Source: an optimization exercise on an open RTL-to-GDS flow (aim: small area, a short achievable clock period and few clock cycles per item). Production flows keep margins and buffers that such runs may drop. In this exercise RTL edits were held to simulation tests only and were not proved equivalent to the original. Power is estimated from default activity; no workload was simulated.

## config.mk

```make
export PLATFORM = sky130hd
export DESIGN_NAME = wib_expander
export DESIGN_NICKNAME = wib_expander
export VERILOG_FILES = /design/flow/design.v
export SDC_FILE = /design/flow/constraint.sdc
export NUM_CORES = 4
export LEC_CHECK = 0
export CAP_MARGIN = 20
export CORE_MARGIN = 2
export CORE_UTILIZATION = 40
export SETUP_SLACK_MARGIN = 1.7
export SLEW_MARGIN = 20
```

## constraint.sdc

```tcl
create_clock -name core_clock -period 4.0 [get_ports {clk}]
set_input_delay 0.8000 -clock core_clock [delete_from_list [all_inputs] [get_ports {clk}]]
set_output_delay 0.8000 -clock core_clock [all_outputs]
set_load 0.01 [all_outputs]
```

## design.v

```verilog
module wib_expander (
    input  wire        clk,
    input  wire        rst,         
    input  wire        in_valid,
    output wire        in_ready,
    input  wire [63:0] in_data,
    output wire        out_valid,
    input  wire        out_ready,
    output wire [63:0] out_data,
    output wire        out_last     
);
    reg  [4:0]  wcnt;       
    reg  [3:0]  ph;         
    reg         w29;        
    reg         hdr;        
    reg  [15:0] x, y;       
    wire [15:0] c0 = in_data[15:0];
    wire [15:0] c1 = in_data[31:16];
    wire [15:0] c2 = in_data[47:32];
    wire [15:0] c3 = in_data[63:48];
    assign out_valid = in_valid & ~hdr;
    assign in_ready  = hdr | (out_ready & ~ph[2]);
    assign out_last  = ph[3] & w29;
    wire [15:0] s0 = ({16{ph[0]}} & c0) | ({16{ph[1]}} & x)  | ({16{ph[2]}} & y)  | ({16{ph[3]}} & c1);
    wire [15:0] s1 = ({16{ph[0]}} & c1) | ({16{ph[1]}} & c0) | ({16{ph[2]}} & x)  | ({16{ph[3]}} & c2);
    wire [15:0] s2 = ({16{ph[0]}} & c2) | ({16{ph[1]}} & c1) | ({16{ph[2]}} & c0) | ({16{ph[3]}} & c3);
    wire [47:0] d = {s2, s1, s0};
    assign out_data = {4'h0, d[47:36], 4'h0, d[35:24], 4'h0, d[23:12], 4'h0, d[11:0]};
    wire in_fire  = in_valid & in_ready;
    wire out_fire = in_valid & ~hdr & out_ready;
    wire [4:0] wnext = (wcnt == 5'd29) ? 5'd0 : wcnt + 5'd1;
    always @(posedge clk) begin
        if (in_valid & out_ready) begin
            x <= c3;
            y <= c2;
        end
    end
    always @(posedge clk) begin
        if (rst) begin
            wcnt <= 5'd0;
            ph   <= 4'b0001;
            hdr  <= 1'b1;
            w29  <= 1'b0;
        end else begin
            if (in_fire) begin
                wcnt <= wnext;
                hdr  <= (wnext <= 5'd3) | (wnext == 5'd16) | (wnext == 5'd17);
                w29  <= (wnext == 5'd29);
            end
            if (out_fire)
                ph <= {ph[2:0], ph[3]};
        end
    end
endmodule
```

## flow/run.sh

```bash
#!/bin/bash
# Standard layout, with the port buffers that buffer_ports inserts made of
# sky130_fd_sc_hd__buf_1 instead of the cell it picks by default.
set -euo pipefail
export BUFFER_PORTS_ARGS="-buffer_cell sky130_fd_sc_hd__buf_1"
bash standard.sh > standard.log 2>&1
```

## standard.sh

```bash
#!/bin/bash
# synth_recipe.tcl (not shown) runs the flow's synth.tcl, then flattens the netlist and writes it again
# the make line also repeats each setting of config.mk as NAME=value (left out here)
make -C /OpenROAD-flow-scripts/flow DESIGN_CONFIG=/design/flow/config.mk WORK_HOME=/design/flow/orfs CLKGATE_MAP_FILE= SYNTH_SCRIPT=/design/flow/synth_recipe.tcl "${@:-finish}"
```

==> flow_metrics.py, run 1 <==
metrics = {
    "status": {
        "outcome": "timing/DRC/antenna clean",
    },
    "synthesis": {
        "synth_xor_area_share_pct": 0.6613,
        "synth_edf_count": 32,
        "synth.distinct_cells": 33,
        "synth_mux_area_share_pct": 1.134,
        "synth_compound_area_share_pct": 30.51,
        "seq_area_frac_synth_pct": 44.59,
        "synth_flop_cell": "edfxtp_1",
        "ys_ff_latch": 43,
        "mappedNetlistArea_sq_mm": 0.002649,
        "synth_top_family_by_area": "compound AO/OA/AOI/OAI gates",
        "yosysWarnings": 1,
        "async_reset_ff_share_pct": 0,
        "syn_avg_cell_area_sq_um": 9.393,
        "syn_inst": 282,
        "synthAdderAreaFrac_pct": 0.9447,
        "yosys.area_share.simple_pct": 13.27,
    },
    "clock_tree": {
        "clock_latency_ns": 0.30,
        "htree_levels": 2,
        "cts_hold_buf": 0,
        "numCtsBuffers": 5,
        "cts_root_buf": "clkbuf_8",
        "clk_pin_slew_worst_paths_ns": 0.08,
        "clock-sinks": 43,
        "cts_tree": "done",
        "clk_path_buf_depth": 2,
    },
    "grt": {
        "grt_pass1_vias": 2253,
        "overflow": 0,
        "gr-max-usage-layer": "met2",
        "antenna_found_initial": 0,
        "met1_usage_pct": 26.63,
        "grt_max_degree": 52,
        "grt_pass1_wl_um": 10920,
        "gr-usage-all-layers_pct": 18.29,
        "grt_util_met2_pct": 28.27,
        "grtUsageMet3_pct": 3.113,
    },
    "layout": {
        "fin_area_sq_mm": 0.003283,
        "syn_to_final_growth_pct": 23.95,
        "n_antenna_cell": 0,
        "mostFrequentLayoutCells": "buf_1 (118), a22oi_1 (97), nand2_1 (53)",
        "drive_gt1_share_pct": 6.684,
        "layout.cells.most_common": "buf_1",
        "nNetsFinal": 458,
    },
    "timing": {
        "fin_skew_ns": 0.008823,
        "fin_crit_sh_pct": 55.55,
        "rsz0062_at_grt": "false",
        "finalWorstSetupSlack_ns": 1.778,
        "setup_viol": 0,
        "finalHoldViolCount": 0,
        "fin_crit_ns": 2.222,
        "holdWs_ns": 0.5035,
        "slew_headroom_pct": 46.48,
        "worstMarginPinSlew_ns": 0.8028,
        "max_freq_mhz": 450.1,
        "drv_slew": 0,
        "finalSetupTns_ns": 0,
    },
    "pwr": {
        "p_clk_share_pct": 28.4,
        "powerDensity_mw_per_mm2": 301.3,
        "switching_share_pct": 29.23,
        "combPwrFrac_pct": 18.6,
        "total_power_mw": 0.9891,
        "intPower_mw": 0.7000,
        "power_leakage_nw": 1.178,
        "power_switching_mw": 0.2891,
        "ir_worst_vdd_mv": 0.1677,
        "p_seq_share_pct": 53.0,
    },
    "placement": {
        "placed_area_sq_mm": 0.003037,
        "place_congestion": 0.8339,
        "place_ws_ns": 1.582,
        "port_buffers": 118,
        "dpl.hpwl_um": 4615,
    },
    "floorplan": {
        "start_util_pct": 41.48,
        "rows": 29,
        "fp.dieH_um": 85.38,
        "fp.dieArea_sq_mm": 0.007289,
        "boundaryPins": 135,
        "floorplan.die.width_um": 85.38,
        "core-area_sq_mm": 0.006386,
    },
    "critical_path": {
        "required_ns": 3.20,
        "critPathMaxStageDelay_ns": 0.28,
        "crit_family": "simple AND/OR/NAND/NOR gates",
        "endpoint_kind": "output port",
        "path_max_fanout": 3,
        "worstPathArrival_ns": 1.42,
        "critPathMostFrequentCell": "buf_1",
        "crit_slowest_cell": "or2_2",
        "r2r_slack_ns": 2.43,
        "crit_chain": "buf_1 -> nor2b_4 -> or2_2 -> buf_1",
        "critPathBufInv": 2,
        "start_kind": "input pin",
        "critical_path_class": "input pin to output port",
    },
    "drt": {
        "detail-route-antenna-nets": 0,
        "vias": 2683,
        "drc": 0,
        "vias_per_cell": 5.758,
        "wl_per_cell_um": 17.06,
        "drt_first_pass_iters": 5,
        "drtIter0Drc": 205,
        "routed_wl_um": 7950,
    },
    "worst_hold_path": {
        "hp-class": "register to register",
    },
    "job": {
        "maxCapViolations": 0,
    },
}
==> power groups by stage <==
stage	logic, mW	clock network [mW]	registers (mW)
CTS	0.170	0.287	0.529
detailed placement	0.170	0	0.541
finish	0.184	0.281	0.524
floorplan	0.113	0	0.528
global placement	0.169	0	0.541
global route	0.204	0.303	0.528
==> layer usage <==
metal,up-vias,wire (um)
met2,128,3630
met1,1280,3598
li1,1266,-
met5,-,0
met3,9,619
met4,0,102
==> final timing paths <==
kind / depth (start not counted) / to / start
worst max-delay path: 4 / in_ready / out_ready
worst min-delay path: 2 / wcnt[4] / wcnt[4]
worst max register to register: 5 / hdr / wcnt[0]
worst min register to register: 2 / wcnt[4] / wcnt[4]
==> worst min-delay path: stages, from the launching register on <==
cell and delay [ns]:
dfxtp_1 0.35, nand2_1 0.06, a21oi_1 0.05
==> per-stage QoR <==
step	utilization (%)	instances
2_1_floorplan	-	297
3_3_place_gp	47.55	451
3_5_place_dp	47.55	451
4_1_cts	49.16	459
5_1_grt	51.41	466
6_report	51.41	466
==> repair_timing <==
action                                  4_1_cts  5_1_grt
endpoints found under the hold margin         0        0
buffers inserted                              0        7
endpoints found under the setup margin       50       49
gates resized for setup                       4        0
==> registers in the layout, indices dropped and copies added, names as in the netlist <==
signal / count
x: 16
y: 16
wcnt: 5
ph: 4
hdr: 1
w29: 1
==> synth_stat cells, types with 2 or more instances <==
library cell	number	share of area, %
a22oi_1	97	27
nand2_1	53	7.5
edfxtp_1	32	36
clkbuf_1	23	3.3
buf_4	16	4.5
dfxtp_1	11	8.3
nor2_1	9	1.3
a21oi_1	5	0.94
inv_1	3	0.43
mux2i_1	3	1.1
a211o_1	2	0.66
and2_1	2	0.47
buf_2	2	0.38
ha_1	2	0.94
nand3b_1	2	0.57
or3_1	2	0.47
xnor2_1	2	0.66
==> logic make-up (layout without fill, tap and decap cells) <==
group,after synthesis,in the layout
simple gates,78,78
flops,43,43
buf+inv,45,137
fa+ha+maj,2,2
compound gates,108,108
mux,3,3
other cells,1,16
xor+xnor,2,2
==> layout make-up <==
| cell class | count | area [sq um] |
|---|---|---|
| Multi-Input combinational cell | 209 | 1292 |
| Clock buffer | 5 | 68.82 |
| Inverter | 3 | 11.26 |
| Clock inverter | 3 | 23.77 |
| Sequential cell | 43 | 1196 |
| Timing Repair Buffer | 126 | 594.3 |
| Fill cell | 625 | 3103 |
| Tap cell | 77 | 96.34 |
Testbench counts, summed over its fixed seeds: cycles 19,456, frames 512.
==> inputs of run 2 (changes only) <==
--- a/config.mk
+++ b/config.mk
@@ -7,6 +7,6 @@
 export LEC_CHECK = 0
 export CAP_MARGIN = 20
 export CORE_MARGIN = 2
-export CORE_UTILIZATION = 40
+export CORE_UTILIZATION = 60
 export SETUP_SLACK_MARGIN = 1.7
 export SLEW_MARGIN = 20
==> run 2 against run 1 <==
Worst hold slack worse by 0.0087 ns. First-iteration DRC count is 9.3% lower. Area after synthesis did not move. Critical endpoint is now out_data[1]. Design area down 1.4%. Clock power increased by 42%. Sequential power is essentially flat. Routed wire length decreased by 9.6%. Count of clock-buffer cells in the layout is 1 higher. Critical path depth did not move. Still clean. Clock skew shrank 0.0031 ns. Largest cell class unchanged. Die area is 32% lower.
==> flow_metrics.py, run 2 <==
metrics = {
    "status": {
        "outcome": "timing/DRC/antenna clean",
    },
    "layout": {
        "syn_to_final_growth_pct": 22.25,
        "utilization_pct": 75.41,
        "ff_latch_area_sq_mm": 0.001194,
        "n_antenna_cell": 0,
        "mostFrequentLayoutCells": "buf_1 (118), a22oi_1 (97), nand2_1 (53)",
        "reg_top3": "x: 16 flops, y: 16 flops, wcnt: 5 flops",
        "fillCellCount": 344,
        "layout.cells.most_common": "buf_1",
        "drive_gt1_share_pct": 6.186,
        "multiInputGateArea_sq_mm": 0.001292,
        "nNetsFinal": 457,
    },
    "timing": {
        "finalHoldViolCount": 0,
        "fin_skew_ns": 0.005769,
        "worstMarginPinSlew_ns": 0.6213,
        "slew_headroom_pct": 58.58,
        "rsz0062_at_grt": "false",
        "fin_crit_ns": 2.216,
        "finalWorstSetupSlack_ns": 1.784,
        "setup_viol": 0,
        "max_freq_mhz": 451.3,
        "drv_slew": 0,
        "fin_crit_sh_pct": 55.40,
        "finalSetupTns_ns": 0,
    },
    "pwr": {
        "p_clk_share_pct": 36.1,
        "power_switching_mw": 0.2796,
        "powerDensity_mw_per_mm2": 340.6,
        "power_leakage_nw": 1.179,
        "total_power_mw": 1.103,
        "intPower_mw": 0.8234,
        "ir_worst_vdd_mv": 0.3203,
        "p_seq_share_pct": 47.4,
        "switching_share_pct": 25.35,
        "combPwrFrac_pct": 16.5,
    },
    "drt": {
        "vias": 2704,
        "drt_first_pass_iters": 5,
        "drtIter0Drc": 186,
        "wl_per_cell_um": 16.34,
        "vias_per_cell": 6.145,
        "routed_wl_um": 7189,
        "detail-route-antenna-nets": 0,
        "drc": 0,
    },
    "clock_tree": {
        "clock_latency_ns": 0.29,
        "cts_root_buf": "clkbuf_8",
        "cts_tree": "done",
        "clock-sinks": 43,
        "numCtsBuffers": 5,
        "clk_pin_slew_worst_paths_ns": 0.08,
        "htree_levels": 2,
        "clk_path_buf_depth": 2,
        "cts_hold_buf": 0,
    },
    "synthesis": {
        "seq_area_frac_synth_pct": 44.59,
        "synth_mux_area_share_pct": 1.134,
        "synth.distinct_cells": 33,
        "syn_inst": 282,
        "syn_avg_cell_area_sq_um": 9.393,
        "async_reset_ff_share_pct": 0,
        "mappedNetlistArea_sq_mm": 0.002649,
        "yosys.area.top_type": "edfxtp_1",
        "synthTopCellsByCount": "a22oi_1 (97), nand2_1 (53), edfxtp_1 (32), clkbuf_1 (23), buf_4 (16)",
        "yosysWarnings": 1,
        "synth_top_family_by_area": "compound AO/OA/AOI/OAI gates",
        "yosys.area_share.simple_pct": 13.27,
        "synth_flop_cell": "edfxtp_1",
        "ys_ff_latch": 43,
        "synth_compound_area_share_pct": 30.51,
        "synth_top_area_share_pct": 36.28,
        "synth_edf_count": 32,
        "yosysMostFrequentCell": "a22oi_1",
        "synth_area_leaders": "edfxtp_1 (36%), a22oi_1 (27%), dfxtp_1 (8.3%)",
        "synth_xor_area_share_pct": 0.6613,
        "synthAdderAreaFrac_pct": 0.9447,
    },
    "grt": {
        "overflow": 0,
        "grt_pass1_wl_um": 11040,
        "grt_pass1_vias": 2379,
        "gr-usage-all-layers_pct": 27.66,
        "grt_max_degree": 52,
        "antenna_found_initial": 0,
    },
    "critical_path": {
        "start_kind": "register",
        "reg2regPathDepth": 6,
        "r2r_slack_ns": 2.50,
        "required_ns": 3.20,
        "path_max_fanout": 27,
        "crit_family": "flip-flops",
        "endpoint_kind": "output port",
        "critPathBufInv": 2,
        "worstPathArrival_ns": 1.42,
        "rr_startpoint": "wcnt[1]",
        "reg2reg_to": "w29",
        "crit_chain": "buf_16 -> a22oi_1 -> nand2_1 -> buf_1",
        "critPathMaxStageDelay_ns": 0.57,
        "critical_path_class": "register to output port",
        "crit_slowest_cell": "dfxtp_4",
        "path_depth": 4,
    },
    "floorplan": {
        "floorplan.die.width_um": 70.44,
        "core-area_sq_mm": 0.004294,
        "start_util_pct": 61.68,
        "boundaryPins": 135,
        "fp.dieH_um": 70.44,
        "fp.dieArea_sq_mm": 0.004962,
        "rows": 24,
    },
    "placement": {
        "place_ws_ns": 1.529,
        "dpl.hpwl_um": 4584,
        "place_congestion": 0.8256,
        "port_buffers": 118,
    },
    "worst_hold_path": {
        "hp-class": "register to register",
        "hold_depth": 2,
        "min_to": "w29",
        "min-delay-start": "w29",
    },
    "job": {
        "maxCapViolations": 0,
    },
}
[run 2: cell counts after synthesis]
No cell type changed its count.
[run 2: through the flow]
stage                     cell area, sq um  hold WS [ns]  instances
after global routing                  3238        0.5400        440
final                                 3238        0.4948        440
after detailed placement              3018        0.4803        428
after floorplan                       2705        0.4492        297
after global placement                3018        0.4633        428
after CTS                             3183        0.5025        437
[run 2: tightest hold or removal path: cells and delay by family, from the launching register on]
family,cells,cell delay (ns)
AO/OA/AOI/OAI,1,0.06
flip-flops,1,0.33
AND/OR/NAND/NOR,1,0.07
[run 2: worst max path at each step]
stage / start / endpoint / slack, ns
5_1_grt: ph[3] / out_data[52] / 1.70
3_5_place_dp: ph[0] / out_data[3] / 1.53
3_3_place_gp: ph[0] / out_data[3] / 1.59
6_report: ph[3] / out_data[1] / 1.78
4_1_cts: ph[2] / out_data[32] / 1.72
2_1_floorplan: in_valid / ph[0] / 1.72
[run 2: cell families (layout without fill, tap and decap cells)]
group	Yosys count	count (layout)
flops	43	43
buf+inv	45	136
xor+xnor	2	2
fa+ha+maj	2	2
mux	3	3
compound gates	108	108
simple gates	78	78
other cells	1	16
[run 2: final cells by class]
| cell class | count | area share [%] |
|---|---|---|
| multi-input combinational | 209 | 39.91 |
| sequential | 43 | 36.86 |
| timing repair buffer | 125 | 16.77 |
| clock buffer | 6 | 2.241 |
| tap | 52 | 2.009 |
| clock inverter | 2 | 1.855 |
| inverter | 3 | 0.3478 |
[run 2: timing repair]
item / CTS / global route
buffers inserted: 1 / 3
pin swaps: 0 / 0
resized for setup: 7 / 2
endpoints found under the setup margin: 50 / 45
[run 2: power groups by stage]
stage / clock [mW] / sequential [mW] / combinational, mW
2_1_floorplan: 0 / 0.528 / 0.113
3_3_place_gp: 0 / 0.534 / 0.173
3_5_place_dp: 0 / 0.535 / 0.176
4_1_cts: 0.401 / 0.524 / 0.177
5_1_grt: 0.420 / 0.527 / 0.201
6_report: 0.398 / 0.523 / 0.182
[run 2: metal layers]
layer	share of wire [%]	up-vias	track usage (%)
met5	0	-	0
met4	1.1	0	10.04
met3	9.2	9	5.628
met2	49	152	45.18
met1	41	1282	36.41
li1	-	1261	-
==> inputs of run 3 (changes only) <==
==> design.v (replaced) <==
module wib_expander (
    input  wire        clk,
    input  wire        rst,         
    input  wire        in_valid,
    output wire        in_ready,
    input  wire [63:0] in_data,
    output wire        out_valid,
    input  wire        out_ready,
    output wire [63:0] out_data,
    output wire        out_last     
);
    reg  [3:0]  ph;         
    reg         hdr;        
    reg  [1:0]  hcnt;       
    reg  [2:0]  grp;        
    reg  [15:0] x, y;       
    wire [15:0] c0 = in_data[15:0];
    wire [15:0] c1 = in_data[31:16];
    wire [15:0] c2 = in_data[47:32];
    wire [15:0] c3 = in_data[63:48];
    assign out_valid = in_valid & ~hdr;
    assign in_ready  = hdr | (out_ready & ~ph[2]);
    assign out_last  = ph[3] & (grp == 3'd7);
    wire [15:0] s0 = ({16{ph[0]}} & c0) | ({16{ph[1]}} & x)  | ({16{ph[2]}} & y)  | ({16{ph[3]}} & c1);
    wire [15:0] s1 = ({16{ph[0]}} & c1) | ({16{ph[1]}} & c0) | ({16{ph[2]}} & x)  | ({16{ph[3]}} & c2);
    wire [15:0] s2 = ({16{ph[0]}} & c2) | ({16{ph[1]}} & c1) | ({16{ph[2]}} & c0) | ({16{ph[3]}} & c3);
    wire [47:0] d = {s2, s1, s0};
    assign out_data = {4'h0, d[47:36], 4'h0, d[35:24], 4'h0, d[23:12], 4'h0, d[11:0]};
    wire out_fire = in_valid & ~hdr & out_ready;
    always @(posedge clk) begin
        if (in_valid & out_ready) begin
            x <= c3;
            y <= c2;
        end
    end
    always @(posedge clk) begin
        if (rst) begin
            ph   <= 4'b0001;
            hdr  <= 1'b1;
            hcnt <= 2'd3;
            grp  <= 3'd0;
        end else begin
            if (hdr) begin
                if (in_valid) begin
                    hcnt <= hcnt - 2'd1;
                    if (hcnt == 2'd0)
                        hdr <= 1'b0;
                end
            end else if (out_fire) begin
                ph <= {ph[2:0], ph[3]};
                if (ph[3]) begin
                    grp <= grp + 3'd1;
                    if (grp[1:0] == 2'd3) begin
                        hdr  <= 1'b1;
                        hcnt <= grp[2] ? 2'd3 : 2'd1;
                    end
                end
            end
        end
    end
endmodule
--- a/config.mk
+++ b/config.mk
@@ -7,6 +7,6 @@
 export LEC_CHECK = 0
 export CAP_MARGIN = 20
 export CORE_MARGIN = 2
-export CORE_UTILIZATION = 60
-export SETUP_SLACK_MARGIN = 1.7
+export CORE_UTILIZATION = 40
+export SETUP_SLACK_MARGIN = 1.55
 export SLEW_MARGIN = 20
==> run 3 against run 2 <==
Area after synthesis fell by 2.4%. Core utilization fell by 27 points. Total power fell by 15%. Design area fell by 5.7%. Sequential share of layout area rose by 1.7 points. Sequential power fell by 3%. Global-route usage fell by 10 points. Via count fell by 10%. Die area rose by 44%. Count of clock-buffer cells in the layout rose by 1. Register-to-register slack improved by 0.09 ns. Routed wire length fell by 11%. Largest power group unchanged.
==> flow_metrics.py, run 3 <==
metrics = {
    "timing": {
        "rsz0062_at_grt": "false",
        "holdWs_ns": 0.4885,
        "finalSetupTns_ns": 0,
        "fin_skew_ns": 0.001574,
        "setup_viol": 0,
        "slew_headroom_pct": 48.41,
        "max_freq_mhz": 434.5,
        "drv_slew": 0,
        "worstMarginPinSlew_ns": 0.7738,
        "fin_crit_ns": 2.301,
        "finalHoldViolCount": 0,
        "fin_crit_sh_pct": 57.54,
    },
    "worst_hold_path": {
        "hp-class": "register to register",
    },
    "pwr": {
        "p_seq_share_pct": 53.9,
        "ir_worst_vdd_mv": 0.1738,
        "p_clk_share_pct": 31.7,
        "switching_share_pct": 25.65,
        "power_switching_mw": 0.2409,
        "power_leakage_nw": 1.148,
        "combPwrFrac_pct": 14.4,
        "total_power_mw": 0.9391,
        "powerDensity_mw_per_mm2": 307.6,
        "intPower_mw": 0.6982,
    },
    "synthesis": {
        "yosysMostFrequentCell": "a22oi_1",
        "synth_flop_cell": "edfxtp_1",
        "synth_area_leaders": "edfxtp_1 (37%), a22oi_1 (28%), dfxtp_1 (7.7%)",
        "syn_avg_cell_area_sq_um": 9.579,
        "async_reset_ff_share_pct": 0,
        "ys_ff_latch": 42,
        "mappedNetlistArea_sq_mm": 0.002586,
        "syn_inst": 270,
        "synth_edf_count": 32,
        "synthTopCellsByCount": "a22oi_1 (96), nand2_1 (53), edfxtp_1 (32), buf_2 (18), buf_4 (17)",
        "yosysWarnings": 1,
        "synth.distinct_cells": 26,
        "yosys.area.top_type": "edfxtp_1",
        "seq_area_frac_synth_pct": 44.90,
        "synth_top_area_share_pct": 37.16,
    },
    "drt": {
        "drt_first_pass_iters": 5,
        "vias_per_cell": 5.439,
        "drtIter0Drc": 142,
        "drc": 0,
        "detail-route-antenna-nets": 0,
        "routed_wl_um": 6387,
        "vias": 2426,
        "wl_per_cell_um": 14.32,
    },
    "critical_path": {
        "endpoint_kind": "output port",
        "crit_slowest_cell": "dfxtp_4",
        "start_kind": "register",
        "path_max_fanout": 53,
        "required_ns": 3.20,
        "critPathBufInv": 1,
        "crit_chain": "a22oi_1 -> nand2_1 -> buf_1",
        "worstPathArrival_ns": 1.50,
        "critical_path_class": "register to output port",
        "crit_family": "flip-flops",
        "critPathMaxStageDelay_ns": 0.72,
    },
    "grt": {
        "grt_max_degree": 54,
        "gr-max-usage-layer": "met2",
        "met1_usage_pct": 24.64,
        "gr-usage-all-layers_pct": 17.40,
        "grtUsageMet3_pct": 4.130,
        "overflow": 0,
        "grt_util_met2_pct": 26.77,
        "grt_pass1_vias": 2121,
        "grt_pass1_wl_um": 10250,
        "antenna_found_initial": 0,
    },
    "clock_tree": {
        "htree_levels": 2,
        "numCtsBuffers": 5,
        "clock_latency_ns": 0.29,
        "cts_tree": "done",
        "clk_pin_slew_worst_paths_ns": 0.08,
        "cts_setup_buffers": 0,
        "clock-sinks": 42,
        "clk_path_buf_depth": 2,
        "cts_root_buf": "clkbuf_8",
    },
    "floorplan": {
        "boundaryPins": 135,
        "fp.dieH_um": 84.41,
        "start_util_pct": 40.96,
        "rows": 29,
        "fp.dieArea_sq_mm": 0.007125,
        "core-area_sq_mm": 0.006314,
        "floorplan.die.width_um": 84.41,
    },
    "layout": {
        "n_antenna_cell": 0,
        "fillCellCount": 644,
        "nNetsFinal": 439,
        "drive_gt1_share_pct": 4.607,
        "fin_cells": 446,
        "reg_top3": "x: 16 flops, y: 16 flops, ph: 4 flops",
        "mostFrequentLayoutCells": "buf_1 (118), a22oi_1 (96), nand2_1 (53)",
        "syn_to_final_growth_pct": 18.05,
        "layout.cells.most_common": "buf_1",
    },
    "placement": {
        "place_inst": 438,
        "place_congestion": 0.8090,
        "port_buffers": 118,
        "dpl.hpwl_um": 4204,
    },
    "job": {
        "maxCapViolations": 0,
    },
    "status": {
        "outcome": "timing/DRC/antenna clean",
    },
}
[run 3: power by group through the flow]
stage               clock (mW)  combinational (mW)  sequential (mW)
detailed placement           0               0.136            0.518
finish                   0.297               0.136            0.506
floorplan                    0              0.0836            0.513
global route             0.321               0.152            0.509
global placement             0               0.136            0.518
CTS                      0.309               0.137            0.506
[run 3: layer usage]
layer | share of wire [%] | wire length (um) | up-vias
met4 | 0.69 | 44 | 0
met5 | 0 | 0 | -
met2 | 47 | 2973 | 103
li1 | - | - | 1193
met1 | 45 | 2889 | 1126
met3 | 7.5 | 481 | 4
[run 3: final timing paths]
path                start      endpoint  slack (ns)  cells after the start
setup / recovery    ph[3]  out_data[24]        1.70                      3
setup reg to reg    ph[3]        grp[2]        2.59                      3
hold reg to reg   hcnt[0]       hcnt[0]        0.49                      2
hold / removal    hcnt[0]       hcnt[0]        0.49                      2
[run 3: layout make-up]
class                           count  area [sq um]  area share (%)
Clock buffer                        7         96.34           3.156
Inverter                            5         18.77          0.6148
Sequential cell                    42          1176           38.52
Timing Repair Buffer              118         442.9           14.51
Tap cell                           77         96.34           3.156
Clock inverter                      1         3.754          0.1230
Multi-Input combinational cell    196          1219           39.92
[run 3: kinds of logic (layout without fill, tap and decap cells)]
family / Yosys count / count (layout) / share of synthesized area, %
simple gates: 65 / 65 / 10.45
mux: 6 / 6 / 2.371
other cells: 1 / 16 / 0.1450
fa+ha+maj: 3 / 3 / 1.452
buf+inv: 47 / 131 / 10.16
xor+xnor: 1 / 1 / 0.3387
compound gates: 105 / 105 / 30.19
flops: 42 / 42 / 44.90
[run 3: metrics by stage]
step | worst slack (ns) | cell area, sq um | utilization [%]
after global routing | 1.550 | 3053 | 48.36
after global placement | 1.690 | 2943 | 46.61
final | 1.699 | 3053 | 48.36
after detailed placement | 1.681 | 2943 | 46.61
after floorplan | 2.072 | 2643 | -
after CTS | 1.680 | 3053 | 48.36
[run 3: what timing repair did]
| action | in CTS | in global routing |
|---|---|---|
| setup endpoints to repair | 50 | 0 |
| hold buffers | 0 | 0 |
| gates resized for setup | 4 | 0 |
[run 3: worst register-to-register path: stages, from the launching register on]
cell	delay, ns
dfxtp_4	0.72
nand4b_2	0.30
mux2i_1	0.22
nor2_1	0.05
Testbench counts of run 3, summed over its fixed seeds: cycles 19,456, frames 512.
==> inputs of run 4 (changes only) <==
--- a/config.mk
+++ b/config.mk
@@ -8,5 +8,5 @@
 export CAP_MARGIN = 20
 export CORE_MARGIN = 2
 export CORE_UTILIZATION = 40
-export SETUP_SLACK_MARGIN = 1.55
+export SETUP_SLACK_MARGIN = 1.7
 export SLEW_MARGIN = 20
==> run 4 against run 3 <==
Clock skew rose by 0.0020 ns. Area after synthesis unchanged. Synthesized cell count is the same. Register-to-register slack improved by 0.10 ns. Final cell count is 1.8% higher. Via count is 6.2% higher. Flip-flop and latch count is the same. Worst setup slack improved by 0.11 ns. Critical path type unchanged. Largest power group unchanged.
==> flow_metrics.py, run 4 <==
metrics = {
    "drt": {
        "drtIter0Drc": 194,
        "drt_first_pass_iters": 4,
        "vias": 2576,
        "routed_wl_um": 7749,
        "detail-route-antenna-nets": 0,
        "wl_per_cell_um": 17.07,
        "drc": 0,
        "vias_per_cell": 5.674,
    },
    "clock_tree": {
        "cts_root_buf": "clkbuf_8",
        "clock_latency_ns": 0.30,
        "numCtsBuffers": 5,
        "clk_pin_slew_worst_paths_ns": 0.08,
        "cts_tree": "done",
        "htree_levels": 2,
        "clock-sinks": 42,
        "clk_path_buf_depth": 2,
    },
    "placement": {
        "port_buffers": 118,
        "place_congestion": 0.8090,
        "dpl.hpwl_um": 4204,
    },
    "synthesis": {
        "synth_area_leaders": "edfxtp_1 (37%), a22oi_1 (28%), dfxtp_1 (7.7%)",
        "synth_top_area_share_pct": 37.16,
        "synth_flop_cell": "edfxtp_1",
        "synthTopCellsByCount": "a22oi_1 (96), nand2_1 (53), edfxtp_1 (32), buf_2 (18), buf_4 (17)",
        "async_reset_ff_share_pct": 0,
        "yosysWarnings": 1,
        "syn_avg_cell_area_sq_um": 9.579,
        "mappedNetlistArea_sq_mm": 0.002586,
        "ys_ff_latch": 42,
        "syn_inst": 270,
        "yosysMostFrequentCell": "a22oi_1",
        "yosys.area.top_type": "edfxtp_1",
        "seq_area_frac_synth_pct": 44.90,
        "synth_edf_count": 32,
        "synth.distinct_cells": 26,
    },
    "layout": {
        "drive_gt1_share_pct": 6.897,
        "layout.cells.most_common": "buf_1",
        "utilization_pct": 50.83,
        "syn_to_final_growth_pct": 24.09,
        "mostFrequentLayoutCells": "buf_1 (117), a22oi_1 (96), nand2_1 (53)",
        "fillCellCount": 630,
        "reg_top3": "x: 16 flops, y: 16 flops, ph: 4 flops",
        "n_antenna_cell": 0,
        "nNetsFinal": 447,
    },
    "pwr": {
        "intPower_mw": 0.7000,
        "power_switching_mw": 0.2469,
        "switching_share_pct": 26.08,
        "p_clk_share_pct": 31.8,
        "powerDensity_mw_per_mm2": 295.1,
        "combPwrFrac_pct": 14.9,
        "ir_worst_vdd_mv": 0.1759,
        "p_seq_share_pct": 53.3,
        "total_power_mw": 0.9470,
        "power_leakage_nw": 1.224,
    },
    "job": {
        "maxCapViolations": 0,
    },
    "timing": {
        "worstMarginPinSlew_ns": 0.7722,
        "finalSetupTns_ns": 0,
        "fin_crit_ns": 2.195,
        "drv_slew": 0,
        "fin_skew_ns": 0.003582,
        "finalHoldViolCount": 0,
        "max_freq_mhz": 455.6,
        "rsz0062_at_grt": "false",
        "holdWs_ns": 0.4894,
        "slew_headroom_pct": 48.52,
        "fin_crit_sh_pct": 54.87,
        "setup_viol": 0,
    },
    "floorplan": {
        "core-area_sq_mm": 0.006314,
        "fp.dieArea_sq_mm": 0.007125,
        "fp.dieH_um": 84.41,
        "rows": 29,
        "boundaryPins": 135,
        "floorplan.die.width_um": 84.41,
        "start_util_pct": 40.96,
    },
    "critical_path": {
        "crit_slowest_cell": "dfxtp_4",
        "endpoint_kind": "output port",
        "required_ns": 3.20,
        "crit_chain": "buf_6 -> a22oi_1 -> nand2_1 -> buf_1",
        "path_max_fanout": 14,
        "critical_path_class": "register to output port",
        "worstPathArrival_ns": 1.39,
        "start_kind": "register",
        "critPathMaxStageDelay_ns": 0.51,
        "r2r_slack_ns": 2.69,
    },
    "grt": {
        "overflow": 0,
        "antenna_found_initial": 0,
        "grt_max_degree": 52,
        "grt_pass1_vias": 2139,
        "gr-usage-all-layers_pct": 18.06,
        "grt_pass1_wl_um": 10590,
    },
    "status": {
        "outcome": "timing/DRC/antenna clean",
    },
    "worst_hold_path": {
        "hp-class": "register to register",
    },
}
[run 4: cell counts after synthesis]
Identical to the previous run, type by type.
[run 4: path summary, 6_finish.rpt]
kind	startpoint	endpoint	cells after the start
max reg2reg	ph[3]	grp[2]	4
min	hcnt[0]	hcnt[0]	2
max	ph[0]	out_data[26]	4
min reg2reg	hcnt[0]	hcnt[0]	2
[run 4: metal layers]
metal  GRT usage, %  up-vias  share of wire, %  wire length, um
li1               -     1218                 -                -
met1          26.14     1221                45             3476
met2          27.27      126                46             3559
met3          4.228       11               7.8              603
met4          4.906        0               1.4              110
met5              0        -                 0                0
[run 4: timing repair]
| item | 4_1_cts | 5_1_grt |
|---|---|---|
| hold buffers | 0 | 0 |
| gates resized for setup | 4 | 1 |
| hold endpoints to repair | 0 | 0 |
| gates cloned | 0 | 0 |
| pin swaps | 0 | 0 |
| buffers inserted | 1 | 7 |
| setup endpoints to repair | 50 | 48 |
[run 4: area by class of cell]
type / instances / area (sq um) / share of cell area, %
Multi-Input combinational cell: 196 / 1219 / 37.97
Clock inverter: 1 / 3.754 / 0.1170
Sequential cell: 42 / 1176 / 36.65
Clock buffer: 7 / 96.34 / 3.002
Inverter: 5 / 18.77 / 0.5848
Tap cell: 77 / 96.34 / 3.002
Timing Repair Buffer: 126 / 599.3 / 18.67
[run 4: per-stage QoR]
stage          area (sq um)  setup slack (ns)  std cells
3_5_place_dp           2943             1.681        438
4_1_cts                3080             1.729        447
3_3_place_gp           2943             1.690        438
5_1_grt                3209             1.745        454
2_1_floorplan          2643             2.072        285
6_report               3209             1.805        454
[run 4: cell families after synthesis]
| group | synth area share, % |
|---|---|
| other cells | 0.1450 |
| buf+inv | 10.16 |
| mux | 2.371 |
| simple gates | 10.45 |
| xor+xnor | 0.3387 |
| fa+ha+maj | 1.452 |
| compound gates | 30.19 |
| flops | 44.90 |
[run 4: worst max-delay path, delay by kind of cell, from the launching register on]
family                 cells  cell delay [ns]
flip-flops                 1             0.51
buffers and inverters      2             0.39
AO/OA/AOI/OAI              1             0.12
AND/OR/NAND/NOR            1             0.08
[run 4: power by group through the flow]
stage	logic, mW	registers, mW	clock network [mW]
floorplan	0.0836	0.513	0
global placement	0.136	0.518	0
detailed placement	0.136	0.518	0
CTS	0.137	0.506	0.309
global route	0.157	0.507	0.321
finish	0.141	0.505	0.301
==> inputs of run 5 (changes only) <==
==> flow/run.sh (replaced) <==
#!/bin/bash
# Standard layout, with the port buffers that buffer_ports inserts made of
# sky130_fd_sc_hd__buf_1 instead of the cell it picks by default, and the
# constant outputs left on the one tie cell that synthesis gives them.
set -euo pipefail
export BUFFER_PORTS_ARGS="-buffer_cell sky130_fd_sc_hd__buf_1"
export SKIP_REPAIR_TIE_FANOUT=1
bash standard.sh > standard.log 2>&1
--- a/config.mk
+++ b/config.mk
@@ -8,5 +8,7 @@
 export CAP_MARGIN = 20
 export CORE_MARGIN = 2
 export CORE_UTILIZATION = 40
-export SETUP_SLACK_MARGIN = 1.7
+export CTS_CLUSTER_DIAMETER = 300
+export CTS_CLUSTER_SIZE = 50
+export SETUP_SLACK_MARGIN = 1.55
 export SLEW_MARGIN = 20
==> run 5 against run 4 <==
Critical path depth decreased by 1. Clock skew increased by 0.0018 ns. Via count decreased by 7.8%. Still clean. Combinational power decreased by 4%. Die area unchanged. First-iteration DRC count decreased by 9.8%. Critical path type unchanged. Design area decreased by 6.9%. Total power decreased by 3.9%. Critical endpoint is now out_data[35]. Clock power decreased by 11%. Sequential share of layout area increased by 2.7 points. Non-clock buffer count decreased by 8. Register-to-register slack got worse by 0.13 ns.
==> flow_metrics.py, run 5 <==
metrics = {
    "status": {
        "outcome": "timing/DRC/antenna clean",
    },
    "pwr": {
        "ir_worst_vdd_mv": 0.1938,
        "power_leakage_nw": 1.092,
        "powerDensity_mw_per_mm2": 304.7,
    },
    "layout": {
        "multiInputGateArea_sq_mm": 0.001162,
        "mostFrequentLayoutCells": "buf_1 (118), a22oi_1 (96), nand2_1 (53)",
        "ff_latch_area_sq_mm": 0.001176,
        "fillCellCount": 653,
        "layout.cells.most_common": "buf_1",
        "drive_gt1_share_pct": 5.085,
        "n_antenna_cell": 0,
        "reg_top3": "x: 16 flops, y: 16 flops, ph: 4 flops",
        "syn_to_final_growth_pct": 15.48,
        "nNetsFinal": 424,
    },
    "drt": {
        "drt_first_pass_iters": 5,
        "vias_per_cell": 5.510,
        "vias": 2375,
        "drtIter0Drc": 175,
        "detail-route-antenna-nets": 0,
        "routed_wl_um": 6516,
        "wl_per_cell_um": 15.12,
        "drc": 0,
    },
    "synthesis": {
        "synth.distinct_cells": 26,
        "synth_top_area_share_pct": 37.16,
        "mappedNetlistArea_sq_mm": 0.002586,
        "synth_edf_count": 32,
        "ys_ff_latch": 42,
        "async_reset_ff_share_pct": 0,
        "seq_area_frac_synth_pct": 44.90,
        "synthTopCellsByCount": "a22oi_1 (96), nand2_1 (53), edfxtp_1 (32), buf_2 (18), buf_4 (17)",
        "synth_area_leaders": "edfxtp_1 (37%), a22oi_1 (28%), dfxtp_1 (7.7%)",
        "yosysWarnings": 1,
        "yosys.area.top_type": "edfxtp_1",
        "synth_flop_cell": "edfxtp_1",
        "syn_avg_cell_area_sq_um": 9.579,
        "syn_inst": 270,
        "yosysMostFrequentCell": "a22oi_1",
    },
    "timing": {
        "worstMarginPinSlew_ns": 0.7432,
        "finalSetupTns_ns": 0,
        "fin_crit_sh_pct": 57.28,
        "fin_skew_ns": 0.005419,
        "rsz0062_at_grt": "false",
        "drv_slew": 0,
        "setup_viol": 0,
        "max_freq_mhz": 436.5,
        "slew_headroom_pct": 50.45,
        "finalHoldViolCount": 0,
        "fin_crit_ns": 2.291,
        "holdWs_ns": 0.4794,
    },
    "floorplan": {
        "boundaryPins": 135,
        "rows": 29,
        "fp.dieArea_sq_mm": 0.007125,
        "start_util_pct": 40.96,
        "core-area_sq_mm": 0.006314,
        "fp.dieH_um": 84.41,
        "floorplan.die.width_um": 84.41,
    },
    "grt": {
        "grt_pass1_vias": 2152,
        "antenna_found_initial": 0,
        "grt_max_degree": 54,
        "grt_pass1_wl_um": 10440,
        "overflow": 0,
        "gr-usage-all-layers_pct": 17.75,
    },
    "clock_tree": {
        "htree_levels": 2,
        "numCtsBuffers": 5,
        "clock_latency_ns": 0.29,
        "clock-sinks": 42,
        "cts_tree": "done",
        "clk_path_buf_depth": 2,
        "cts_root_buf": "clkbuf_8",
        "cts_hold_buf": 0,
        "clk_pin_slew_worst_paths_ns": 0.08,
    },
    "critical_path": {
        "start_kind": "register",
        "worstPathArrival_ns": 1.49,
        "path_max_fanout": 51,
        "crit_chain": "a22oi_1 -> nand2_1 -> buf_1",
        "endpoint_kind": "output port",
        "critical_path_class": "register to output port",
        "required_ns": 3.20,
        "critPathMaxStageDelay_ns": 0.72,
        "crit_slowest_cell": "dfxtp_4",
    },
    "worst_hold_path": {
        "hp-class": "register to register",
    },
    "placement": {
        "dpl.hpwl_um": 4360,
        "place_congestion": 0.7723,
        "port_buffers": 118,
    },
    "job": {
        "maxCapViolations": 0,
    },
}
-- run 5: cell types whose count changed in the layout (fill, tap and decap cells not counted) --
cell        before  now
clkinv_1         1    0
buf_1          117  118
buf_6            4    0
clkinv_4         0    1
clkbuf_2         1    0
buf_16           4    0
clkinv_2         0    1
conb_1          16    1
clkbuf_8         7    5
clkinvlp_4       0    1
-- run 5: metrics by stage --
stage / total power, mW / utilization, % / cells / instance area [sq um] / setup slack [ns]
after global placement: 0.6540 / 45.72 / 423 / 2887 / 1.727
after CTS: 0.9222 / 47.30 / 431 / 2987 / 1.703
after detailed placement: 0.6547 / 45.72 / 423 / 2887 / 1.706
after global routing: 0.9601 / 47.30 / 431 / 2987 / 1.567
final: 0.9099 / 47.30 / 431 / 2987 / 1.709
after floorplan: 0.5965 / - / 270 / 2586 / 2.072
-- run 5: cell type report --
class	instances	area share [%]
inverters	5	0.6284
flip-flops and latches	42	39.38
multi-input cells	181	38.92
repair buffers	118	14.83
well taps	77	3.226
clock inverters	3	0.7122
clock buffers	5	2.304
-- run 5: cell families (layout without fill, tap and decap cells) --
| kind of cell | count (synthesis) | after routing | synth area share (%) |
|---|---|---|---|
| AOI/OAI and AO/OA | 105 | 105 | 30.19 |
| muxes | 6 | 6 | 2.371 |
| other | 1 | 1 | 0.1450 |
| DFF | 42 | 42 | 44.90 |
| xor gates and xnor gates | 1 | 1 | 0.3387 |
| buffers and inverters | 47 | 131 | 10.16 |
| adders and majority gates | 3 | 3 | 1.452 |
| and+or+nand+nor | 65 | 65 | 10.45 |
-- run 5: path summary, 6_finish.rpt --
check / startpoint / endpoint / slack, ns / cells past startpoint
max: ph[2] / out_data[35] / 1.71 / 3
min: hcnt[0] / hcnt[0] / 0.48 / 2
max reg2reg: ph[3] / grp[1] / 2.56 / 3
min reg2reg: hcnt[0] / hcnt[0] / 0.48 / 2
-- run 5: routing by layer --
metal | GRT usage [%] | up-vias | wire length, um
li1 | - | 1182 | -
met1 | 24.61 | 1095 | 2836
met2 | 28.35 | 96 | 3152
met3 | 4.720 | 2 | 497
met4 | 3.463 | 0 | 29
met5 | 0 | - | 0
-- run 5: worst max-delay path: cells and delay by family (launching register included) --
| family | cells | cell delay, ns |
|---|---|---|
| flops | 1 | 0.72 |
| compound gates | 1 | 0.19 |
| buf+inv | 1 | 0.16 |
| simple gates | 1 | 0.12 |
-- run 5: power by group --
group	total [mW]	leakage (nW)	switching, mW	internal (mW)
logic	0.135	0.664	0.0855	0.0496
clock network	0.268	0.0441	0.145	0.123
registers	0.507	0.384	0.0132	0.494
total	0.910	1.09	0.244	0.666
-- run 5: repair_timing --
item,in CTS,in global routing
buffers inserted,0,0
resized for setup,4,0
hold endpoints to repair,0,0
endpoints found under the setup margin,50,0
==> inputs of run 6 (changes only) <==
--- a/config.mk
+++ b/config.mk
@@ -8,7 +8,5 @@
 export CAP_MARGIN = 20
 export CORE_MARGIN = 2
 export CORE_UTILIZATION = 40
-export CTS_CLUSTER_DIAMETER = 300
-export CTS_CLUSTER_SIZE = 50
 export SETUP_SLACK_MARGIN = 1.55
 export SLEW_MARGIN = 20
==> run 6 against run 5 <==
Largest power group unchanged. Critical endpoint unchanged. Largest cell class unchanged. Flip-flop and latch count unchanged. Design area unchanged. Count of clock-buffer cells in the layout stayed put. Combinational power barely moved. Sequential power barely moved. Total power is the same. Die area unchanged. Area after synthesis unchanged.
==> flow_metrics.py, run 6 <==
metrics = {
    "pwr": {
        "intPower_mw": 0.6657,
        "power_switching_mw": 0.2442,
        "p_seq_share_pct": 55.7,
        "switching_share_pct": 26.84,
        "power_leakage_nw": 1.092,
        "ir_worst_vdd_mv": 0.1938,
        "p_clk_share_pct": 29.5,
        "powerDensity_mw_per_mm2": 304.7,
        "combPwrFrac_pct": 14.9,
    },
    "synthesis": {
        "synth_flop_cell": "edfxtp_1",
        "synthTopCellsByCount": "a22oi_1 (96), nand2_1 (53), edfxtp_1 (32), buf_2 (18), buf_4 (17)",
        "yosysWarnings": 1,
        "syn_avg_cell_area_sq_um": 9.579,
        "ys_ff_latch": 42,
        "synth_top_area_share_pct": 37.16,
        "mappedNetlistArea_sq_mm": 0.002586,
        "yosysMostFrequentCell": "a22oi_1",
        "synth_area_leaders": "edfxtp_1 (37%), a22oi_1 (28%), dfxtp_1 (7.7%)",
        "yosys.area.top_type": "edfxtp_1",
        "syn_inst": 270,
        "synth_edf_count": 32,
        "synth.distinct_cells": 26,
        "async_reset_ff_share_pct": 0,
        "seq_area_frac_synth_pct": 44.90,
    },
    "drt": {
        "drt_first_pass_iters": 5,
        "vias_per_cell": 5.510,
        "routed_wl_um": 6516,
        "drc": 0,
        "drtIter0Drc": 175,
        "detail-route-antenna-nets": 0,
        "wl_per_cell_um": 15.12,
        "vias": 2375,
    },
    "layout": {
        "layout.cells.most_common": "buf_1",
        "fin_area_sq_mm": 0.002987,
        "n_antenna_cell": 0,
        "drive_gt1_share_pct": 5.085,
        "fillCellCount": 653,
        "syn_to_final_growth_pct": 15.48,
        "mostFrequentLayoutCells": "buf_1 (118), a22oi_1 (96), nand2_1 (53)",
        "reg_top3": "x: 16 flops, y: 16 flops, ph: 4 flops",
        "nNetsFinal": 424,
    },
    "timing": {
        "finalSetupTns_ns": 0,
        "fin_skew_ns": 0.005419,
        "drv_slew": 0,
        "setup_viol": 0,
        "worstMarginPinSlew_ns": 0.7432,
        "max_freq_mhz": 436.5,
        "rsz0062_at_grt": "false",
        "fin_crit_ns": 2.291,
        "fin_crit_sh_pct": 57.28,
        "finalHoldViolCount": 0,
        "slew_headroom_pct": 50.45,
    },
    "grt": {
        "grt_pass1_wl_um": 10440,
        "grt_max_degree": 54,
        "overflow": 0,
        "gr-usage-all-layers_pct": 17.75,
        "antenna_found_initial": 0,
        "grt_pass1_vias": 2152,
    },
    "job": {
        "maxCapViolations": 0,
    },
    "placement": {
        "dpl.hpwl_um": 4360,
        "place_congestion": 0.7723,
        "placed_area_sq_mm": 0.002887,
        "port_buffers": 118,
    },
    "critical_path": {
        "critical_path_class": "register to output port",
        "reg2reg_to": "grp[1]",
        "r2r_slack_ns": 2.56,
        "endpoint_kind": "output port",
        "critPathMaxStageDelay_ns": 0.72,
        "rr_startpoint": "ph[3]",
        "required_ns": 3.20,
        "endpoint": "out_data[35]",
        "start_kind": "register",
        "cp-startpoint": "ph[2]",
        "crit_chain": "a22oi_1 -> nand2_1 -> buf_1",
        "path_max_fanout": 51,
        "reg2regPathDepth": 3,
        "worstPathArrival_ns": 1.49,
        "crit_slowest_cell": "dfxtp_4",
    },
    "floorplan": {
        "floorplan.die.width_um": 84.41,
        "fp.dieH_um": 84.41,
        "boundaryPins": 135,
        "core-area_sq_mm": 0.006314,
        "fp.dieArea_sq_mm": 0.007125,
        "start_util_pct": 40.96,
        "rows": 29,
    },
    "clock_tree": {
        "numCtsBuffers": 5,
        "clk_pin_slew_worst_paths_ns": 0.08,
        "cts_tree": "done",
        "cts_root_buf": "clkbuf_8",
        "cts_hold_buf": 0,
        "htree_levels": 2,
        "clock_latency_ns": 0.29,
        "clock-sinks": 42,
        "clk_path_buf_depth": 2,
    },
    "worst_hold_path": {
        "hp-class": "register to register",
    },
    "status": {
        "outcome": "timing/DRC/antenna clean",
    },
}
## run 6: cell counts after synthesis
No cell type changed its count.
## run 6: stage by stage
step           worst slack, ns  utilization [%]  total power [mW]  hold slack, ns  cells
2_1_floorplan            2.072                -            0.5965          0.4384    270
3_3_place_gp             1.727            45.72            0.6540          0.4540    423
3_5_place_dp             1.706            45.72            0.6547          0.4672    423
4_1_cts                  1.703            47.30            0.9222          0.4859    431
5_1_grt                  1.567            47.30            0.9601          0.5052    431
6_report                 1.709            47.30            0.9099          0.4794    431
## run 6: what timing repair did
action,CTS,global route
setup endpoints to repair,50,0
resized for setup,4,0
setup buffers,0,0
endpoints found under the hold margin,0,0
## run 6: power by group through the flow
stage	Sequential (mW)	Combinational (mW)	Clock, mW
6_report	0.507	0.135	0.268
4_1_cts	0.507	0.136	0.279
3_5_place_dp	0.519	0.136	0
5_1_grt	0.510	0.152	0.298
2_1_floorplan	0.513	0.0836	0
3_3_place_gp	0.519	0.135	0
## run 6: critical path: cells and delay by family (launching register included)
kind	cells	cell delay, ns
simple gates	1	0.12
flops	1	0.72
compound gates	1	0.19
buf+inv	1	0.16
## run 6: cell type report
class	count	area, sq um	share of cell area, %
clock buffer	5	68.82	2.304
clock inverter	3	21.27	0.7122
inverter	5	18.77	0.6284
multi-input combinational	181	1162	38.92
sequential	42	1176	39.38
tap	77	96.34	3.226
timing repair buffer	118	442.9	14.83
## run 6: how the worst min path moves through the flow
stage | start | end | slack, ns | cells after the start
floorplan | hcnt[0] | hcnt[0] | 0.44 | 2
global placement | hcnt[0] | hcnt[0] | 0.45 | 2
detailed placement | hcnt[0] | hcnt[0] | 0.47 | 2
CTS | hcnt[0] | hcnt[0] | 0.49 | 2
global route | hcnt[0] | hcnt[0] | 0.51 | 2
finish | hcnt[0] | hcnt[0] | 0.48 | 2
## run 6: layer usage
layer  global-route usage [%]  wire length (um)  up-vias
met5                        0                 0        -
met4                    3.463                29        0
met3                    4.720               497        2
met2                    28.35              3152       96
met1                    24.61              2836     1095
li1                         -                 -     1182
## run 6: logic make-up after synthesis
group	Yosys count	share of synthesized area, %
AOI/OAI and AO/OA	105	30.19
xor gates and xnor gates	1	0.3387
adders and majority gates	3	1.452
buffers and inverters	47	10.16
DFF	42	44.90
muxes	6	2.371
other	1	0.1450
and+or+nand+nor	65	10.45
==> inputs of run 7 (changes only) <==
--- a/config.mk
+++ b/config.mk
@@ -8,5 +8,6 @@
 export CAP_MARGIN = 20
 export CORE_MARGIN = 2
 export CORE_UTILIZATION = 40
-export SETUP_SLACK_MARGIN = 1.55
+export PLACE_DENSITY = 0.8
+export SETUP_SLACK_MARGIN = 1.7
 export SLEW_MARGIN = 20
==> run 7 against run 6 <==
Non-clock buffer count increased by 8. First-iteration DRC count increased by 47%. Global-route usage decreased by 0.72 points. Maximum frequency increased by 3.9%. Via count increased by 11%. Design area increased by 4.5%. Clock power about the same. Routed wire length increased by 21%. Critical endpoint is now out_valid. Worst hold slack improved by 0.019 ns. Largest power group unchanged. Final cell count increased by 1.9%. Register-to-register slack improved by 0.10 ns.
==> flow_metrics.py, run 7 <==
metrics = {
    "timing": {
        "fin_crit_sh_pct": 55.10,
        "slew_headroom_pct": 48.37,
        "max_freq_mhz": 453.7,
        "holdWs_ns": 0.4980,
        "worstMarginPinSlew_ns": 0.7745,
        "finalSetupTns_ns": 0,
        "finalWorstSetupSlack_ns": 1.796,
        "finalHoldViolCount": 0,
        "fin_crit_ns": 2.204,
        "drv_slew": 0,
        "setup_viol": 0,
        "fin_skew_ns": 0.004381,
        "rsz0062_at_grt": "false",
    },
    "critical_path": {
        "required_ns": 3.20,
        "crit_slowest_cell": "buf_1",
        "critPathMostFrequentCell": "buf_1",
        "crit_chain": "buf_1 -> and2b_1 -> buf_1",
        "critical_path_class": "input pin to output port",
        "path_max_fanout": 9,
        "worstPathArrival_ns": 1.40,
        "endpoint_kind": "output port",
        "critPathMaxStageDelay_ns": 0.29,
        "start_kind": "input pin",
    },
    "synthesis": {
        "synth.distinct_cells": 26,
        "synth_mux_area_share_pct": 2.371,
        "syn_inst": 270,
        "synthAdderAreaFrac_pct": 1.451,
        "synth_flop_cell": "edfxtp_1",
        "syn_avg_cell_area_sq_um": 9.579,
        "seq_area_frac_synth_pct": 44.90,
        "synth_area_leaders": "edfxtp_1 (37%), a22oi_1 (28%), dfxtp_1 (7.7%)",
        "yosys.area_share.simple_pct": 10.45,
        "async_reset_ff_share_pct": 0,
        "synth_edf_count": 32,
        "synthTopCellsByCount": "a22oi_1 (96), nand2_1 (53), edfxtp_1 (32), buf_2 (18), buf_4 (17)",
        "yosysMostFrequentCell": "a22oi_1",
        "synth_top_family_by_area": "compound AO/OA/AOI/OAI gates",
        "ys_ff_latch": 42,
        "synth_top_area_share_pct": 37.16,
        "yosysWarnings": 1,
        "mappedNetlistArea_sq_mm": 0.002586,
        "synth_xor_area_share_pct": 0.3387,
        "synth_compound_area_share_pct": 30.19,
        "yosys.area.top_type": "edfxtp_1",
    },
    "drt": {
        "drc": 0,
        "vias_per_cell": 5.979,
        "vias": 2625,
        "drtIter0Drc": 257,
        "detail-route-antenna-nets": 0,
        "routed_wl_um": 7903,
        "drt_first_pass_iters": 5,
        "wl_per_cell_um": 18.00,
    },
    "grt": {
        "gr-usage-all-layers_pct": 17.04,
        "antenna_found_initial": 0,
        "grt_max_degree": 54,
        "overflow": 0,
        "grt_pass1_vias": 2249,
        "grt_pass1_wl_um": 10210,
    },
    "pwr": {
        "powerDensity_mw_per_mm2": 292.8,
        "power_leakage_nw": 1.155,
        "ir_worst_vdd_mv": 0.1754,
    },
    "clock_tree": {
        "htree_levels": 2,
        "clk_path_buf_depth": 2,
        "clock-sinks": 42,
        "clk_pin_slew_worst_paths_ns": 0.08,
        "cts_tree": "done",
        "cts_root_buf": "clkbuf_8",
        "cts_hold_buf": 0,
        "numCtsBuffers": 5,
        "clock_latency_ns": 0.29,
    },
    "job": {
        "maxCapViolations": 0,
    },
    "floorplan": {
        "core-area_sq_mm": 0.006314,
        "start_util_pct": 40.96,
        "floorplan.die.width_um": 84.41,
        "rows": 29,
        "fp.dieH_um": 84.41,
        "fp.dieArea_sq_mm": 0.007125,
        "boundaryPins": 135,
    },
    "layout": {
        "reg_top3": "x: 16 flops, y: 16 flops, ph: 4 flops",
        "drive_gt1_share_pct": 6.906,
        "fillCellCount": 627,
        "ff_latch_area_sq_mm": 0.001176,
        "utilization_pct": 49.45,
        "syn_to_final_growth_pct": 20.71,
        "layout.cells.most_common": "buf_1",
        "n_antenna_cell": 0,
        "multiInputGateArea_sq_mm": 0.001162,
        "nNetsFinal": 432,
        "mostFrequentLayoutCells": "buf_1 (118), a22oi_1 (96), nand2_1 (53)",
    },
    "placement": {
        "dpl.hpwl_um": 4288,
        "place_congestion": 0.7701,
        "place_ws_ns": 1.738,
        "port_buffers": 118,
    },
    "worst_hold_path": {
        "hp-class": "register to register",
    },
    "status": {
        "outcome": "timing/DRC/antenna clean",
    },
}
[run 7: per-layer routing]
metal	vias up	GRT usage (%)	share of wire, %
li1	1200	-	-
met1	1256	21.58	41
met2	149	29.58	50
met3	20	3.343	8.3
met4	0	5.051	1.1
met5	-	0	0
[run 7: area by class of cell]
| type | instances | area share, % |
|---|---|---|
| Sequential cell | 42 | 37.68 |
| Timing Repair Buffer | 126 | 18.68 |
| Clock inverter | 3 | 0.5210 |
| Tap cell | 77 | 3.086 |
| Clock buffer | 5 | 2.204 |
| Inverter | 5 | 0.6012 |
| Multi-Input combinational cell | 181 | 37.23 |
[run 7: worst max-delay path, delay by kind of cell]
family,cells,cell delay [ns]
AND/OR/NAND/NOR,1,0.17
buffers and inverters,2,0.43
[run 7: worst paths after layout]
check	cells after the start	startpoint	slack, ns	end
max reg2reg	4	ph[3]	2.66	grp[2]
min	2	hcnt[0]	0.50	hcnt[0]
max	3	in_valid	1.80	out_valid
min reg2reg	2	hcnt[0]	0.50	hcnt[0]
[run 7: logic make-up (layout without fill, tap and decap cells)]
family	after synthesis	after routing
buffers and inverters	47	139
adders and majority gates	3	3
other	1	1
and+or+nand+nor	65	65
AOI/OAI and AO/OA	105	105
xor gates and xnor gates	1	1
muxes	6	6
DFF	42	42
[run 7: what timing repair did]
action,in CTS,in global routing
endpoints found under the setup margin,50,49
endpoints found under the hold margin,0,0
resized for setup,4,0
buffers inserted,0,8
[run 7: where the power goes]
group	internal, mW	switching [mW]
Sequential	0.494	0.0118
Clock	0.120	0.148
Combinational	0.0511	0.0898
[run 7: metrics by stage]
| step | power [mW] | instance area (sq um) | cells |
|---|---|---|---|
| after floorplan | 0.5965 | 2586 | 270 |
| after global placement | 0.6501 | 2887 | 423 |
| after detailed placement | 0.6548 | 2887 | 423 |
| after CTS | 0.9184 | 2982 | 431 |
| after global routing | 0.9610 | 3122 | 439 |
| final | 0.9140 | 3122 | 439 |
==> inputs of run 8 (changes only) <==
--- a/config.mk
+++ b/config.mk
@@ -8,6 +8,6 @@
 export CAP_MARGIN = 20
 export CORE_MARGIN = 2
 export CORE_UTILIZATION = 40
-export PLACE_DENSITY = 0.8
+export GPL_TIMING_DRIVEN = 0
 export SETUP_SLACK_MARGIN = 1.7
 export SLEW_MARGIN = 20
==> run 8 against run 7 <==
Core utilization up 1.9 points. Sequential share of layout area down 1.9 points. Count of clock-buffer cells in the layout grew 2. Critical path type is now register to output port.
==> flow_metrics.py, run 8 <==
metrics = {
    "critical_path": {
        "critPathBufInv": 3,
        "required_ns": 3.20,
        "critical_path_class": "register to output port",
        "endpoint_kind": "output port",
        "worstPathArrival_ns": 1.46,
        "path_max_fanout": 10,
        "crit_slowest_cell": "dfxtp_1",
        "crit_chain": "clkbuf_1 -> buf_2 -> a22oi_1 -> nand2_1 -> buf_1",
        "critPathMaxStageDelay_ns": 0.31,
        "start_kind": "register",
        "crit_family": "buffers and inverters",
    },
    "synthesis": {
        "yosysWarnings": 1,
        "yosys.area.top_type": "edfxtp_1",
        "yosysMostFrequentCell": "a22oi_1",
        "syn_inst": 270,
        "synth.distinct_cells": 26,
        "syn_avg_cell_area_sq_um": 9.579,
        "synth_area_leaders": "edfxtp_1 (37%), a22oi_1 (28%), dfxtp_1 (7.7%)",
        "synth_flop_cell": "edfxtp_1",
        "synthTopCellsByCount": "a22oi_1 (96), nand2_1 (53), edfxtp_1 (32), buf_2 (18), buf_4 (17)",
        "mappedNetlistArea_sq_mm": 0.002586,
        "synth_top_area_share_pct": 37.16,
        "async_reset_ff_share_pct": 0,
        "ys_ff_latch": 42,
        "synth_edf_count": 32,
        "seq_area_frac_synth_pct": 44.90,
    },
    "layout": {
        "fin_area_sq_mm": 0.003244,
        "utilization_pct": 51.39,
        "fin_cells": 471,
        "layout.cells.most_common": "buf_1",
        "mostFrequentLayoutCells": "buf_1 (116), a22oi_1 (96), nand2_1 (53)",
        "nNetsFinal": 464,
        "reg_top3": "x: 16 flops, y: 16 flops, ph: 4 flops",
        "syn_to_final_growth_pct": 25.45,
        "drive_gt1_share_pct": 13.20,
        "n_antenna_cell": 0,
    },
    "clock_tree": {
        "htree_levels": 2,
        "cts_root_buf": "clkbuf_8",
        "numCtsBuffers": 5,
        "clock_latency_ns": 0.29,
        "clock-sinks": 42,
        "clk_path_buf_depth": 2,
        "cts_tree": "done",
        "clk_pin_slew_worst_paths_ns": 0.08,
    },
    "floorplan": {
        "fp.dieH_um": 84.41,
        "floorplan.die.width_um": 84.41,
        "boundaryPins": 135,
        "fp.dieArea_sq_mm": 0.007125,
        "core-area_sq_mm": 0.006314,
        "start_util_pct": 40.96,
        "rows": 29,
    },
    "drt": {
        "drtIter0Drc": 268,
        "vias": 2723,
        "routed_wl_um": 8572,
        "wl_per_cell_um": 18.20,
        "vias_per_cell": 5.781,
        "drc": 0,
        "drt_first_pass_iters": 5,
        "detail-route-antenna-nets": 0,
    },
    "placement": {
        "port_buffers": 116,
        "place_congestion": 0.8441,
        "placed_area_sq_mm": 0.003118,
        "dpl.hpwl_um": 5956,
        "place_inst": 463,
    },
    "timing": {
        "slew_headroom_pct": 47.98,
        "setup_viol": 0,
        "fin_crit_sh_pct": 56.45,
        "worstMarginPinSlew_ns": 0.7803,
        "rsz0062_at_grt": "true",
        "drv_slew": 0,
        "max_freq_mhz": 442.8,
        "fin_skew_ns": 0.001288,
        "fin_crit_ns": 2.258,
        "finalHoldViolCount": 0,
        "finalSetupTns_ns": 0,
    },
    "grt": {
        "grt_pass1_vias": 2408,
        "grt_max_degree": 33,
        "grt_pass1_wl_um": 12810,
        "gr-usage-all-layers_pct": 23.18,
        "overflow": 0,
        "antenna_found_initial": 0,
    },
    "pwr": {
        "total_power_mw": 0.9495,
        "power_leakage_nw": 1.296,
        "ir_worst_vdd_mv": 0.1449,
        "powerDensity_mw_per_mm2": 292.7,
    },
    "job": {
        "maxCapViolations": 0,
    },
    "worst_hold_path": {
        "hp-class": "register to register",
    },
    "status": {
        "outcome": "timing/DRC/antenna clean",
    },
}
==> run 8: cell types whose count changed in the layout (fill, tap and decap cells not counted), moves of 4 or more <==
cell / delta
dfxtp_1: +4
buf_6: -4
clkbuf_4: +11
buf_4: +18
clkbuf_1: +4
dfxtp_4: -4
buf_2: +8
==> run 8: where the power goes <==
group	switching (mW)	internal, mW	total [mW]	leakage [nW]
Combinational	0.0951	0.0609	0.156	0.867
Clock	0.148	0.139	0.287	0.0482
Sequential	0.0101	0.496	0.506	0.382
Total	0.253	0.696	0.950	1.30
==> run 8: worst register-to-register path, cell delays in order (launching register included) <==
cell,delay (ns)
dfxtp_1,0.33
ha_1,0.24
nand3_1,0.10
mux2_2,0.34
o21ai_2,0.11
==> run 8: layer usage <==
| layer | wire length, um | vias up | global-route usage, % |
|---|---|---|---|
| met1 | 3648 | 1315 | 32.46 |
| met2 | 4125 | 139 | 36.65 |
| met5 | 0 | - | 0 |
| li1 | - | 1263 | - |
| met3 | 733 | 6 | 4.818 |
| met4 | 64 | 0 | 6.494 |
==> run 8: path summary, 6_finish.rpt <==
check / startpoint / endpoint / slack, ns / cells past startpoint
hold reg to reg: hcnt[0] / hcnt[0] / 0.49 / 2
hold / removal: hcnt[0] / hcnt[0] / 0.49 / 2
setup / recovery: ph[1] / out_data[55] / 1.74 / 5
setup reg to reg: grp[0] / hcnt[1] / 2.82 / 4
==> run 8: cells by family after synthesis <==
family	after synthesis	share of synthesized area [%]
other	1	0.1450
multiplexers	6	2.371
XOR/XNOR	1	0.3387
AO/OA/AOI/OAI	105	30.19
buffers and inverters	47	10.16
adder cells (fa/ha/maj)	3	1.452
flip-flops	42	44.90
AND/OR/NAND/NOR	65	10.45
==> run 8: per-stage QoR <==
step,hold WS (ns),setup slack (ns)
floorplan,0.4384,2.072
global placement,0.4500,1.833
detailed placement,0.4822,1.828
CTS,0.5004,1.658
global route,0.5495,1.661
finish,0.4894,1.742
==> run 8: what timing repair did <==
action / CTS / global route
cloned: 0 / 0
endpoints found under the setup margin: 34 / 48
setup buffers: 0 / 0
hold buffers: 0 / 0
resized for setup: 3 / 17
==> run 8: area by class of cell <==
cell class	instances	area (sq um)
clock inverters	1	5.005
inverters	5	18.77
fillers	647	3069
well taps	77	96.34
plain buffers	42	279.0
repair buffers	116	435.4
multi-input cells	181	1162
clock buffers	7	86.33
flip-flops and latches	42	1161

==> re-timing with driven ports <==
No port has a modelled driver above. Below, the same layouts with a new extraction and two added sets of constraints. Step 1, drivers: a clkbuf_16 drives clk and a buf_2 each remaining input, both assumed. Step 2 adds t to the input delays and takes it off the output delays; t is the mean of the earliest and latest rising clock arrival at the registers after step 1. Input paths then give back, and output paths get back, about the clock's delay inside the block. a / b / c = no drivers / after step 1 / after step 2; a / b = the first two.
| run | t, ns | setup slack, ns | cell pins on the clock port's net |
|---|---|---|---|
| run 1 | 0.324 | 1.778 / 1.758 / 1.559 | 1 |
| run 2 | 0.319 | 1.784 / 1.758 / 1.699 | 1 |
| run 3 | 0.317 | 1.699 / 1.671 / 1.756 | 1 |
| run 4 | 0.320 | 1.805 / 1.777 / 1.805 | 1 |
| run 5 | 0.315 | 1.709 / 1.681 / 1.771 | 1 |
| run 6 | 0.315 | 1.709 / 1.681 / 1.771 | 1 |
| run 7 | 0.316 | 1.796 / 1.769 / 1.770 | 1 |
| run 8 | 0.322 | 1.742 / 1.711 / 1.784 | 1 |
After both steps setup and hold are still met in every run listed. For run 1, which loses most, drivers alone change the setup slack by -0.020 ns; drivers and shift together by -0.219 ns.
